What follows belongs to an exercise in optimizing a design on an open flow for small area, a short achievable clock period and few clock cycles per item; a production flow would make more cautious choices.
At most, simulation tests tie the RTL to the original design; equivalence was not proved.
Only the layout flow was run in run 2; the RTL was not checked for function there.

[design.v]
module rg_fmul (
    input  wire [31:0] a,
    input  wire [31:0] b,
    output reg  [31:0] y
);
    localparam [31:0] QNAN = 32'h7FC00000;
    wire        sa = a[31];
    wire        sb = b[31];
    wire [7:0]  ea = a[30:23];
    wire [7:0]  eb = b[30:23];
    wire [22:0] fa = a[22:0];
    wire [22:0] fb = b[22:0];
    wire a_nan  = (ea == 8'hFF) && (fa != 0);
    wire b_nan  = (eb == 8'hFF) && (fb != 0);
    wire a_inf  = (ea == 8'hFF) && (fa == 0);
    wire b_inf  = (eb == 8'hFF) && (fb == 0);
    wire a_zero = (ea == 8'h00) && (fa == 0);
    wire b_zero = (eb == 8'h00) && (fb == 0);
    wire sy = sa ^ sb;
    wire [23:0] ma = {(ea != 0), fa};
    wire [23:0] mb = {(eb != 0), fb};
    wire [9:0]  xa = (ea == 0) ? 10'd1 : {2'b00, ea};
    wire [9:0]  xb = (eb == 0) ? 10'd1 : {2'b00, eb};
    wire [47:0] prod = ma * mb;
    reg [5:0] lz;
    integer i;
    always @(*) begin
        lz = 6'd48;
        for (i = 0; i < 48; i = i + 1)
            if (prod[i]) lz = 6'd47 - i[5:0];
    end
    wire [47:0] pn = prod << lz;
    wire signed [10:0] e_norm = $signed({1'b0, xa}) + $signed({1'b0, xb})
                              - 11'sd126 - $signed({5'b0, lz});
    wire signed [10:0] rsh_s = 11'sd1 - e_norm;
    wire        sub   = (e_norm < 11'sd1);
    wire [5:0]  rsh   = (rsh_s > 11'sd49) ? 6'd49 : rsh_s[5:0];
    reg  [47:0] ps;
    reg  [47:0] ps_lost;    
    reg         ps_sticky;
    always @(*) begin
        ps_lost = 48'd0;
        if (!sub || rsh == 6'd0) begin
            ps        = pn;
            ps_sticky = 1'b0;
        end else if (rsh >= 6'd48) begin
            ps        = 48'd0;
            ps_sticky = (pn != 0);
        end else begin
            ps        = pn >> rsh;
            ps_lost   = pn << (6'd48 - rsh);
            ps_sticky = (ps_lost != 0);
        end
    end
    wire [7:0]  e_field = sub ? 8'd0 : e_norm[7:0];
    wire        guard   = ps[23];
    wire        sticky  = (ps[22:0] != 0) || ps_sticky;
    wire        lsb     = ps[24];
    wire        inc     = guard && (sticky || lsb);
    wire [30:0] mag     = {e_field, ps[46:24]} + {30'd0, inc};
    wire        ovf     = !sub && (e_norm > 11'sd254);
    always @(*) begin
        if (a_nan || b_nan || (a_inf && b_zero) || (b_inf && a_zero))
            y = QNAN;
        else if (a_inf || b_inf)
            y = {sy, 8'hFF, 23'd0};
        else if (a_zero || b_zero)
            y = {sy, 31'd0};
        else if (ovf || (mag[30:23] == 8'hFF))
            y = {sy, 8'hFF, 23'd0};
        else
            y = {sy, mag};
    end
endmodule
module rg_fadd (
    input  wire [31:0] a,
    input  wire [31:0] b,
    output reg  [31:0] y
);
    localparam [31:0] QNAN = 32'h7FC00000;
    wire a_nan = (a[30:23] == 8'hFF) && (a[22:0] != 0);
    wire b_nan = (b[30:23] == 8'hFF) && (b[22:0] != 0);
    wire a_inf = (a[30:23] == 8'hFF) && (a[22:0] == 0);
    wire b_inf = (b[30:23] == 8'hFF) && (b[22:0] == 0);
    wire        swap = (b[30:0] > a[30:0]);
    wire [31:0] p = swap ? b : a;
    wire [31:0] q = swap ? a : b;
    wire        sp = p[31];
    wire        sq = q[31];
    wire [7:0]  ep = (p[30:23] == 0) ? 8'd1 : p[30:23];
    wire [7:0]  eq = (q[30:23] == 0) ? 8'd1 : q[30:23];
    wire [23:0] mp = {(p[30:23] != 0), p[22:0]};
    wire [23:0] mq = {(q[30:23] != 0), q[22:0]};
    wire [7:0]  d = ep - eq;
    wire [26:0] q_ext = {mq, 3'b000};
    reg  [26:0] q_al;
    reg  [26:0] q_lost;     
    always @(*) begin
        if (d >= 8'd27) begin
            q_lost = 27'd0;
            q_al   = {26'd0, (mq != 0)};
        end else begin
            q_lost = q_ext << (8'd27 - d);
            q_al   = q_ext >> d;
            q_al[0] = q_al[0] | (q_lost != 0);
        end
    end
    wire [26:0] p_ext = {mp, 3'b000};
    wire        sub_op = sp ^ sq;
    wire [27:0] sum = sub_op ? ({1'b0, p_ext} - {1'b0, q_al})
                             : ({1'b0, p_ext} + {1'b0, q_al});
    reg [4:0] lz;
    integer i;
    always @(*) begin
        lz = 5'd27;
        for (i = 0; i < 27; i = i + 1)
            if (sum[i]) lz = 5'd26 - i[4:0];
    end
    reg [26:0] n;       
    reg [8:0]  e;       
    always @(*) begin
        if (sum[27]) begin
            n = sum[27:1] | {26'd0, sum[0]};
            e = {1'b0, ep} + 9'd1;
        end else if ({4'd0, lz} < ({1'b0, ep} - 9'd1)) begin
            n = sum[26:0] << lz;
            e = {1'b0, ep} - {4'd0, lz};
        end else begin
            n = sum[26:0] << (ep - 8'd1);
            e = 9'd1;
        end
    end
    wire [7:0]  e_field = n[26] ? e[7:0] : 8'd0;
    wire        guard   = n[2];
    wire        sticky  = n[1] | n[0];
    wire        lsb     = n[3];
    wire        inc     = guard && (sticky || lsb);
    wire [30:0] mag     = {e_field, n[25:3]} + {30'd0, inc};
    always @(*) begin
        if (a_nan || b_nan || (a_inf && b_inf && (a[31] != b[31])))
            y = QNAN;
        else if (a_inf)
            y = a;
        else if (b_inf)
            y = b;
        else if (sum == 0)
            y = {a[31] & b[31], 31'd0};
        else if (e >= 9'd255 || mag[30:23] == 8'hFF)
            y = {sp, 8'hFF, 23'd0};
        else
            y = {sp, mag};
    end
endmodule
module rg_sweep (
    input  wire        clk,
    input  wire        rst,
    input  wire [31:0] cfg_b,
    input  wire [31:0] cfg_b1,
    input  wire [31:0] cfg_b2,
    input  wire [31:0] cfg_b3,
    input  wire        cfg_pass,
    input  wire        in_valid,
    input  wire        in_first,
    input  wire [31:0] in_data,
    output reg         in_ready,
    output reg         out_valid,
    output reg  [31:0] out_data
);
    localparam [2:0] S_IDLE = 3'd0,
                     S_PASS = 3'd1,
                     S_MX   = 3'd2,
                     S_C0   = 3'd3,
                     S_C1   = 3'd4,
                     S_C2   = 3'd5,
                     S_C3   = 3'd6;
    reg [2:0]  state;
    reg [31:0] b, b1, b2, b3;      
    reg [31:0] x;                  
    reg        x_full;             
    reg        x_first;            
    reg        x_pass;             
    reg [31:0] h2, h3;             
    reg        first_q;            
    reg [31:0] prod;
    reg [31:0] acc;
    wire accept = in_valid && in_ready;
    reg [31:0] mul_a, mul_b;
    wire [31:0] mul_y;
    always @(*) begin
        case (state)
            S_C0:    begin mul_a = b1; mul_b = first_q ? h2 : out_data; end
            S_C1:    begin mul_a = b2; mul_b = h2; end
            S_C2:    begin mul_a = b3; mul_b = h3; end
            default: begin mul_a = b;  mul_b = x;  end
        endcase
    end
    rg_fmul u_mul (.a(mul_a), .b(mul_b), .y(mul_y));
    wire [31:0] add_y;
    rg_fadd u_add (.a(acc), .b(prod), .y(add_y));
    reg [2:0] nstate;
    always @(*) begin
        nstate = state;
        case (state)
            S_IDLE, S_PASS: begin
                if (accept)
                    nstate = (in_first && cfg_pass) ? S_PASS : S_MX;
                else
                    nstate = S_IDLE;
            end
            S_MX:  nstate = S_C0;
            S_C0:  nstate = S_C1;
            S_C1:  nstate = S_C2;
            S_C2:  nstate = S_C3;
            S_C3: begin
                if (!x_full)
                    nstate = S_IDLE;
                else if (x_pass)
                    nstate = S_PASS;
                else
                    nstate = S_C0;
            end
            default: nstate = S_IDLE;
        endcase
    end
    always @(posedge clk) begin
        if (rst) begin
            state     <= S_IDLE;
            out_valid <= 1'b0;
            in_ready  <= 1'b1;
            x_full    <= 1'b0;
        end else begin
            state     <= nstate;
            out_valid <= 1'b0;
            in_ready  <= (nstate == S_IDLE) || (nstate == S_PASS) || (nstate == S_C2);
            if (accept) begin
                x       <= in_data;
                x_first <= in_first;
                x_pass  <= in_first && cfg_pass;
                if (in_first) begin
                    b  <= cfg_b;
                    b1 <= cfg_b1;
                    b2 <= cfg_b2;
                    b3 <= cfg_b3;
                end
            end
            case (state)
                S_IDLE, S_PASS: begin
                    if (state == S_PASS) begin
                        out_data  <= x;
                        out_valid <= 1'b1;
                        h2        <= x;
                        h3        <= x;
                    end
                    x_full <= accept;
                    if (accept && in_first) begin
                        h2 <= in_data;
                        h3 <= in_data;
                    end
                end
                S_MX: begin
                    acc     <= mul_y;
                    first_q <= x_first;
                    x_full  <= 1'b0;
                end
                S_C0: begin
                    prod <= mul_y;
                end
                S_C1: begin
                    acc  <= add_y;
                    prod <= mul_y;
                end
                S_C2: begin
                    acc    <= add_y;
                    prod   <= mul_y;
                    x_full <= accept;
                end
                S_C3: begin
                    out_data  <= add_y;
                    out_valid <= 1'b1;
                    acc       <= mul_y;
                    first_q   <= x_first;
                    if (x_full && x_first) begin
                        h2 <= x;
                        h3 <= x;
                    end else if (first_q) begin
                        h2 <= add_y;
                        h3 <= add_y;
                    end else begin
                        h2 <= out_data;
                        h3 <= h2;
                    end
                    if (!x_pass) x_full <= 1'b0;
                end
                default: ;
            endcase
        end
    end
endmodule
[run.sh]
#!/bin/bash
# synth_recipe.tcl (not shown) runs the flow's synth.tcl, then flattens the netlist and writes it again
# the make line also repeats each setting of config.mk as NAME=value (left out here)
make -C /OpenROAD-flow-scripts/flow DESIGN_CONFIG=/design/flow/config.mk WORK_HOME=/design/flow/orfs CLKGATE_MAP_FILE= SYNTH_SCRIPT=/design/flow/synth_recipe.tcl finish
[config.mk]
export PLATFORM = sky130hd
export DESIGN_NAME = rg_sweep
export DESIGN_NICKNAME = rg_sweep
export VERILOG_FILES = /design/flow/design.v
export SDC_FILE = /design/flow/constraint.sdc
export NUM_CORES = 4
export LEC_CHECK = 0
export CAP_MARGIN = 20
export CORE_MARGIN = 2
export CORE_UTILIZATION = 40
export PLACE_DENSITY = 0.6
export SLEW_MARGIN = 20
[constraint.sdc]
create_clock -name core_clock -period 20.0 [get_ports {clk}]
set_input_delay 4.0000 -clock core_clock [delete_from_list [all_inputs] [get_ports {clk}]]
set_output_delay 4.0000 -clock core_clock [all_outputs]
set_load 0.01 [all_outputs]
==> reports/metrics.csv, run 1 <==
metric,value,unit
GRT Util Overall,0.361,
# fillers,14300,
Nets,8347,
largest net degree at the start of global routing,92,
CTS Buf Count,38,
initial antenna violation count,6,
total global routing overflow,0,
CTS Buffer Depth,3,
CP required,20380,ps
ys async rst share,0,
final hold vios,0,
die width,381,µm
origin of the critical flop-to-flop path,state[2]$_SDFF_PP0_,
placed instance area,63100,µm²
worst path bufs/invs,14,
"Slew Viols, Final",0,
Worst-Skew Late Latency,670,ps
io pins,199,
MaxCap Viol Count,0,
router iterations before antenna repair,6,
top cell type by total area after synthesis,fa_1,
"Top FF cell, synth",edfxtp_1,
main area contributors after synthesis,"fa_1, edfxtp_1, ha_1",
die boundary height,381,µm
Yosys Warn Count,3,
distinct cell type count after synthesis,124,
Worst setup startpoint,state[2]$_SDFF_PP0_,
Initial Util,0.402,
most frequent cells in the layout,"nor2_1, inv_1, nand2_1",
Setup TNS,0,ps
fin crit share,0.950,
CTS tree,built,
wire per inst,29.0,µm
Mapped Nets,8105,
initial drt markers,8004,
Hold Path Class,flip-flop to flip-flop,
minimum clock period after layout,19010,ps
Max Freq,52.6,MHz
P&R area growth vs syn,13.6,%
CP endpoint kind,flip-flop,
H-tree depth,2,
CP max stage cell,fa_1,
vias in the first global route,58500,
Placed Cells,9240,
vias,60500,
CP max FO,34,
GPL Wtd Cong,1.04,
first-pass GRT wire length,397000,µm
RSZ-0062 raised after global routing,no,
Post-Route WL,270000,µm
Post-Syn Area,56800,µm²
HP Start,x_first$_DFFE_PP_,
Antenna Nets Post-Route,0,
clock sinks,329,
Post-Syn Instances,7149,
Clock transition at path regs,60,ps
Critical Path AT,19390,ps
CP dominant cell by count,fa_1,
"FF+latch count, synth",329,
final hold slack,516,ps
Row Count,138,
CP top delay family,adder cells,
# DRC,0,
CORE AREA,141000,µm²
Synth top area share,0.173,
share of layout cells above drive strength 1,0.102,
skew final,109,ps
Setup-failing EPs final,0,
CP Class,flip-flop to flip-flop,
"commonest non-fill, non-tap cell in the layout",nor2_1,
cts hold-fix bufs,0,
"Seq/Total Area, Yosys",0.173,
Detail Placement HPWL,215000,µm
"EDFF count, synth",323,
vias per cell,6.50,
Finished Cell Area,64600,µm²
status,"complete, no violations",
die footprint,145000,µm²
synthesized area per cell,7.95,µm²
Slew headroom,0.140,
final non-filler cell total,9312,
Slew @ Worst Pin,1280,ps
startpoint class of the critical path,flip-flop,
port buffer count,198,
Worst path max stage delay,570,ps
Root Buffer,clkbuf_16,
sequential cells by signal, summed over array words and instances, names as in the netlist, 3 cells and up:
signal,count
acc,32
b,32
b1,32
b2,32
b3,32
h2,32
h3,32
out_data,32
prod,32
state,3
x,32
synth_stat cells, drive strengths merged (80+ instances only):
| cell type | n |
|---|---|
| o22ai | 101 |
| a211oi | 147 |
| nand3 | 196 |
| ha | 299 |
| edfxtp | 323 |
| nor3 | 186 |
| a21oi | 399 |
| clkbuf | 340 |
| o21ai | 376 |
| xnor2 | 92 |
| nor4 | 80 |
| buf | 98 |
| inv | 697 |
| mux2i | 128 |
| nor2 | 978 |
| fa | 492 |
| nand2 | 629 |
| o211ai | 101 |
cells by family (layout without fill, tap and decap cells):
group / count (synthesis) / in the layout / synth area share
simple gates: 2593 / 2593 / 0.212
other cells: 0 / 4 / 0
mux: 168 / 168 / 0.0327
compound gates: 1993 / 1993 / 0.245
fa+ha+maj: 791 / 791 / 0.239
xor+xnor: 139 / 139 / 0.0216
flops: 329 / 329 / 0.173
buf+inv: 1136 / 1405 / 0.0770
final cells by class:
class | instances | area [µm²] | area share
Tap cell | 1890 | 2360 | 0.0366
Inverter | 698 | 2620 | 0.0406
Clock inverter | 26 | 305 | 0.00473
Timing Repair Buffer | 640 | 5440 | 0.0842
Sequential cell | 329 | 9820 | 0.152
Antenna cell | 4 | 10.0 | 0.000155
Clock buffer | 41 | 962 | 0.0149
Multi-Input combinational cell | 5684 | 43000 | 0.667
layer usage:
layer / track usage / vias to the layer above / wire (µm)
met5: 0 / - / 23
met1: 0.508 / 29900 / 113000
met3: 0.0693 / 661 / 29600
li1: - / 26200 / -
met4: 0.130 / 4 / 11700
met2: 0.549 / 3801 / 116000
timing repair:
item	in CTS	in global routing
buffers inserted	0	0
gates resized for setup	0	20
endpoints found under the setup margin	0	57
through the flow:
stage / utilization / setup WS, ps
finish: 0.457 / 993
global route: 0.457 / 12.8
CTS: 0.456 / 604
detailed placement: 0.447 / 662
global placement: 0.447 / 1080
floorplan: - / 1200
path summary, 6_finish.rpt:
path	endpoint	slack, ps	cells past startpoint
max reg2reg	acc[0]$_DFFE_PP_	990	68
min	first_q$_DFFE_PP_	520	0
min reg2reg	first_q$_DFFE_PP_	520	0
max	acc[0]$_DFFE_PP_	990	68
worst reg2reg max path: cells and delay by family (launching register included):
kind	cells	cell delay, ps
adder cells (fa/ha/maj)	13	5630
AO/OA/AOI/OAI	18	4690
AND/OR/NAND/NOR	17	3790
buffers and inverters	14	2500
XOR/XNOR	3	1020
multiplexers	3	860
flip-flops	1	310
Testbench counts, summed over its fixed seeds: cycles 30,984, items 7,775.
==> inputs of run 2 (changes only) <==
--- a/design.v
+++ b/design.v
@@ -163,25 +163,22 @@
     input  wire        in_first,
     input  wire [31:0] in_data,
-    output reg         in_ready,
+    output wire        in_ready,
     output reg         out_valid,
     output reg  [31:0] out_data
 );
     localparam [2:0] S_IDLE = 3'd0,
-                     S_PASS = 3'd1,
-                     S_MX   = 3'd2,
-                     S_C0   = 3'd3,
-                     S_C1   = 3'd4,
-                     S_C2   = 3'd5,
-                     S_C3   = 3'd6;
+                     S_M0   = 3'd1,
+                     S_M1   = 3'd2,
+                     S_A1   = 3'd3,
+                     S_A2   = 3'd4,
+                     S_A3   = 3'd5;
     reg [2:0]  state;
     reg [31:0] b, b1, b2, b3;      
     reg [31:0] x;                  
-    reg        x_full;             
-    reg        x_first;            
-    reg        x_pass;             
-    reg [31:0] h2, h3;             
+    reg [31:0] h1, h2, h3;         
     reg        first_q;            
     reg [31:0] prod;
     reg [31:0] acc;
+    assign in_ready = (state == S_IDLE);
     wire accept = in_valid && in_ready;
     reg [31:0] mul_a, mul_b;
@@ -189,8 +186,8 @@
     always @(*) begin
         case (state)
-            S_C0:    begin mul_a = b1; mul_b = first_q ? h2 : out_data; end
-            S_C1:    begin mul_a = b2; mul_b = h2; end
-            S_C2:    begin mul_a = b3; mul_b = h3; end
-            default: begin mul_a = b;  mul_b = x;  end
+            S_M0:    begin mul_a = b;  mul_b = x;  end
+            S_M1:    begin mul_a = b1; mul_b = h1; end
+            S_A1:    begin mul_a = b2; mul_b = h2; end
+            default: begin mul_a = b3; mul_b = h3; end
         endcase
     end
@@ -198,99 +195,66 @@
     wire [31:0] add_y;
     rg_fadd u_add (.a(acc), .b(prod), .y(add_y));
-    reg [2:0] nstate;
-    always @(*) begin
-        nstate = state;
-        case (state)
-            S_IDLE, S_PASS: begin
-                if (accept)
-                    nstate = (in_first && cfg_pass) ? S_PASS : S_MX;
-                else
-                    nstate = S_IDLE;
-            end
-            S_MX:  nstate = S_C0;
-            S_C0:  nstate = S_C1;
-            S_C1:  nstate = S_C2;
-            S_C2:  nstate = S_C3;
-            S_C3: begin
-                if (!x_full)
-                    nstate = S_IDLE;
-                else if (x_pass)
-                    nstate = S_PASS;
-                else
-                    nstate = S_C0;
-            end
-            default: nstate = S_IDLE;
-        endcase
-    end
     always @(posedge clk) begin
         if (rst) begin
             state     <= S_IDLE;
             out_valid <= 1'b0;
-            in_ready  <= 1'b1;
-            x_full    <= 1'b0;
-        end else begin
-            state     <= nstate;
+        end else begin
             out_valid <= 1'b0;
-            in_ready  <= (nstate == S_IDLE) || (nstate == S_PASS) || (nstate == S_C2);
-            if (accept) begin
-                x       <= in_data;
-                x_first <= in_first;
-                x_pass  <= in_first && cfg_pass;
-                if (in_first) begin
-                    b  <= cfg_b;
-                    b1 <= cfg_b1;
-                    b2 <= cfg_b2;
-                    b3 <= cfg_b3;
-                end
-            end
             case (state)
-                S_IDLE, S_PASS: begin
-                    if (state == S_PASS) begin
-                        out_data  <= x;
-                        out_valid <= 1'b1;
-                        h2        <= x;
-                        h3        <= x;
+                S_IDLE: begin
+                    if (accept) begin
+                        x       <= in_data;
+                        first_q <= in_first;
+                        if (in_first) begin
+                            b  <= cfg_b;
+                            b1 <= cfg_b1;
+                            b2 <= cfg_b2;
+                            b3 <= cfg_b3;
+                            h1 <= in_data;
+                            h2 <= in_data;
+                            h3 <= in_data;
+                        end
+                        if (in_first && cfg_pass) begin
+                            out_data  <= in_data;
+                            out_valid <= 1'b1;
+                        end else begin
+                            state <= S_M0;
+                        end
                     end
-                    x_full <= accept;
-                    if (accept && in_first) begin
-                        h2 <= in_data;
-                        h3 <= in_data;
-                    end
-                end
-                S_MX: begin
-                    acc     <= mul_y;
-                    first_q <= x_first;
-                    x_full  <= 1'b0;
-                end
-                S_C0: begin
-                    prod <= mul_y;
-                end
-                S_C1: begin
-                    acc  <= add_y;
-                    prod <= mul_y;
-                end
-                S_C2: begin
-                    acc    <= add_y;
-                    prod   <= mul_y;
-                    x_full <= accept;
-                end
-                S_C3: begin
+                end
+                S_M0: begin
+                    prod  <= mul_y;
+                    state <= S_M1;
+                end
+                S_M1: begin
+                    acc   <= prod;
+                    prod  <= mul_y;
+                    state <= S_A1;
+                end
+                S_A1: begin
+                    acc   <= add_y;
+                    prod  <= mul_y;
+                    state <= S_A2;
+                end
+                S_A2: begin
+                    acc   <= add_y;
+                    prod  <= mul_y;
+                    state <= S_A3;
+                end
+                S_A3: begin
                     out_data  <= add_y;
                     out_valid <= 1'b1;
-                    acc       <= mul_y;
-                    first_q   <= x_first;
-                    if (x_full && x_first) begin
-                        h2 <= x;
-                        h3 <= x;
-                    end else if (first_q) begin
+                    if (first_q) begin
+                        h1 <= add_y;
                         h2 <= add_y;
                         h3 <= add_y;
                     end else begin
-                        h2 <= out_data;
+                        h1 <= add_y;
+                        h2 <= h1;
                         h3 <= h2;
                     end
-                    if (!x_pass) x_full <= 1'b0;
-                end
-                default: ;
+                    state <= S_IDLE;
+                end
+                default: state <= S_IDLE;
             endcase
         end
==> run 2 against run 1 <==
Compared with the run above:
- count of clock-buffer cells in the layout up 7
- fmax up 0.20%
- first-iteration DRC count down 10%
- final cell count down 2.9%
- wire length down 12%
- critical path type unchanged
- largest cell class unchanged
- highest routed layer is now met4
==> reports/metrics.csv, run 2 <==
metric,value,unit
status,"complete, no violations",
startpoint class of the critical path,flip-flop,
CP endpoint kind,flip-flop,
Critical Path AT,19240,ps
Worst path max stage delay,690,ps
final hold vios,0,
distinct cell type count after synthesis,132,
CORE AREA,144000,µm²
die width,385,µm
Synth top area share,0.182,
clock sinks,357,
die footprint,149000,µm²
Clock transition at path regs,60,ps
Placed Cells,8964,
main area contributors after synthesis,"edfxtp_1, fa_1, ha_1",
"Slew Viols, Final",0,
fin crit share,0.948,
Post-Syn Area,58200,µm²
router iterations before antenna repair,9,
final non-filler cell total,9042,
Initial Util,0.404,
Post-Route WL,239000,µm
CP max stage cell,o21ai_0,
Reg2Reg Depth,70,
CP max FO,19,
total global routing overflow,0,
Root Buffer,clkbuf_16,
"Seq/Total Area, Yosys",0.184,
CTS Buffer Depth,3,
top cell type by total area after synthesis,edfxtp_1,
Slew headroom,0.210,
GPL Wtd Cong,1.01,
Final Worst Setup Slack,1030,ps
vias in the first global route,55400,
"count leader, synth",nand2_1,
MaxCap Viol Count,0,
Slew @ Worst Pin,1170,ps
share of layout cells above drive strength 1,0.0855,
first-pass GRT wire length,359000,µm
Post-Syn Instances,7081,
Setup-failing EPs final,0,
largest net degree at the start of global routing,82,
Worst-Skew Late Latency,620,ps
minimum clock period after layout,18970,ps
Mapped Nets,8037,
most frequent cells in the layout,"nand2_1, inv_1, nor2_1",
# fillers,14200,
"Top FF cell, synth",edfxtp_1,
CTS tree,built,
Row Count,139,
CP required,20270,ps
CTS Buf Count,40,
Antenna Nets Post-Route,0,
Detail Placement HPWL,187000,µm
"FF+latch count, synth",357,
skew final,55.4,ps
Post-CTS Setup Repair Bufs,0,
Place WS,1170,ps
Setup TNS,0,ps
"commonest non-fill, non-tap cell in the layout",nand2_1,
Max Freq,52.7,MHz
P&R area growth vs syn,10.3,%
RSZ-0062 raised after global routing,no,
synthesized area per cell,8.22,µm²
ys async rst share,0,
die boundary height,385,µm
port buffer count,198,
wire per inst,26.4,µm
H-tree depth,2,
CP Class,flip-flop to flip-flop,
# DRC,0,
Hold Path Class,flip-flop to flip-flop,
io pins,199,
"EDFF count, synth",353,
Nets,8061,
vias,57700,
initial antenna violation count,5,
GRT Util Overall,0.315,
vias per cell,6.38,
CP dominant cell by count,o21ai_0,
initial drt markers,7197,
top post-synthesis cells by count,"nand2_1, inv_1, nor2_1, fa_1, a21oi_1",
Yosys Warn Count,3,
Worst Hold Depth,2,
[run 2: metrics by stage]
| stage | util | hold slack, ps | area [µm²] |
|---|---|---|---|
| final | 0.446 | 573 | 64200 |
| after global routing | 0.446 | 605 | 64200 |
| after CTS | 0.445 | 569 | 64100 |
| after detailed placement | 0.436 | 561 | 62700 |
| after global placement | 0.436 | 566 | 62700 |
| after floorplan | - | 539 | 58200 |
[run 2: cells by family after synthesis]
logic type / count (synthesis) / share of synthesized area
AO/OA/AOI/OAI: 1859 / 0.222
XOR/XNOR: 149 / 0.0224
adder cells (fa/ha/maj): 791 / 0.234
buffers and inverters: 1130 / 0.0776
flip-flops: 357 / 0.184
multiplexers: 309 / 0.0615
AND/OR/NAND/NOR: 2486 / 0.199
[run 2: critical path: cells and delay by family (launching register included)]
family                     cells  cell delay [ps]
xor gates and xnor gates       1              330
muxes                          1              290
buffers and inverters          5             1240
DFF                            1              560
and+or+nand+nor               22             4860
AOI/OAI and AO/OA             34             9100
adders and majority gates      7             2220
[run 2: per-layer routing]
metal  GRT usage  part of all wire  vias to the layer above
met5           0                 0                        -
li1            -                 -                    25400
met1       0.457              0.43                    28500
met2       0.478              0.43                     3267
met3      0.0465             0.098                      498
met4       0.101             0.038                        0
[run 2: worst paths after layout]
| path | to | from | slack [ps] |
|---|---|---|---|
| max | h1[22]$_DFFE_PP_ | prod[29]$_SDFFCE_PP1P_ | 1030 |
| min | h3[18]$_DFFE_PP_ | h2[18]$_DFFE_PP_ | 570 |
| max reg2reg | h1[22]$_DFFE_PP_ | prod[29]$_SDFFCE_PP1P_ | 1030 |
| min reg2reg | h3[18]$_DFFE_PP_ | h2[18]$_DFFE_PP_ | 570 |
[run 2: timing repair]
item	in CTS	in global routing
resized for setup	0	10
endpoints found under the setup margin	0	177
hold buffers	0	0
[run 2: layout make-up]
| cell class | instances | area, µm² | area share |
|---|---|---|---|
| diodes | 3 | 7.51 | 0.000117 |
| clock buffers | 48 | 1030 | 0.0161 |
| clock inverters | 25 | 305 | 0.00476 |
| inverters | 672 | 2530 | 0.0394 |
| multi-input cells | 5595 | 43400 | 0.676 |
| flip-flops and latches | 357 | 10700 | 0.167 |
| well taps | 1903 | 2380 | 0.0371 |
| repair buffers | 439 | 3820 | 0.0596 |

## static timing again, ports no longer ideal
How much do the figures lean on ideal ports? The routed layouts below were timed once more, with nothing changed but the port constraints. Step 1, drivers: a clkbuf_16 drives clk and a buf_2 each remaining input, both assumed. Step 2 moves the port delays by t, midway between the first and last clock arrival at a register: inputs arrive t later, outputs are due t later. That takes back most of the time a late clock gives input paths. Three values: ideal, step 1, step 2; two values: the first two.
run	t (ns)	setup WS [ns]	worst data-port slew with drivers (ns)
run 1	0.664	0.993 / 0.993 / 0.993	0.12
run 2	0.655	1.031 / 1.031 / 1.031	0.12
After both steps setup and hold are still met in every run listed.
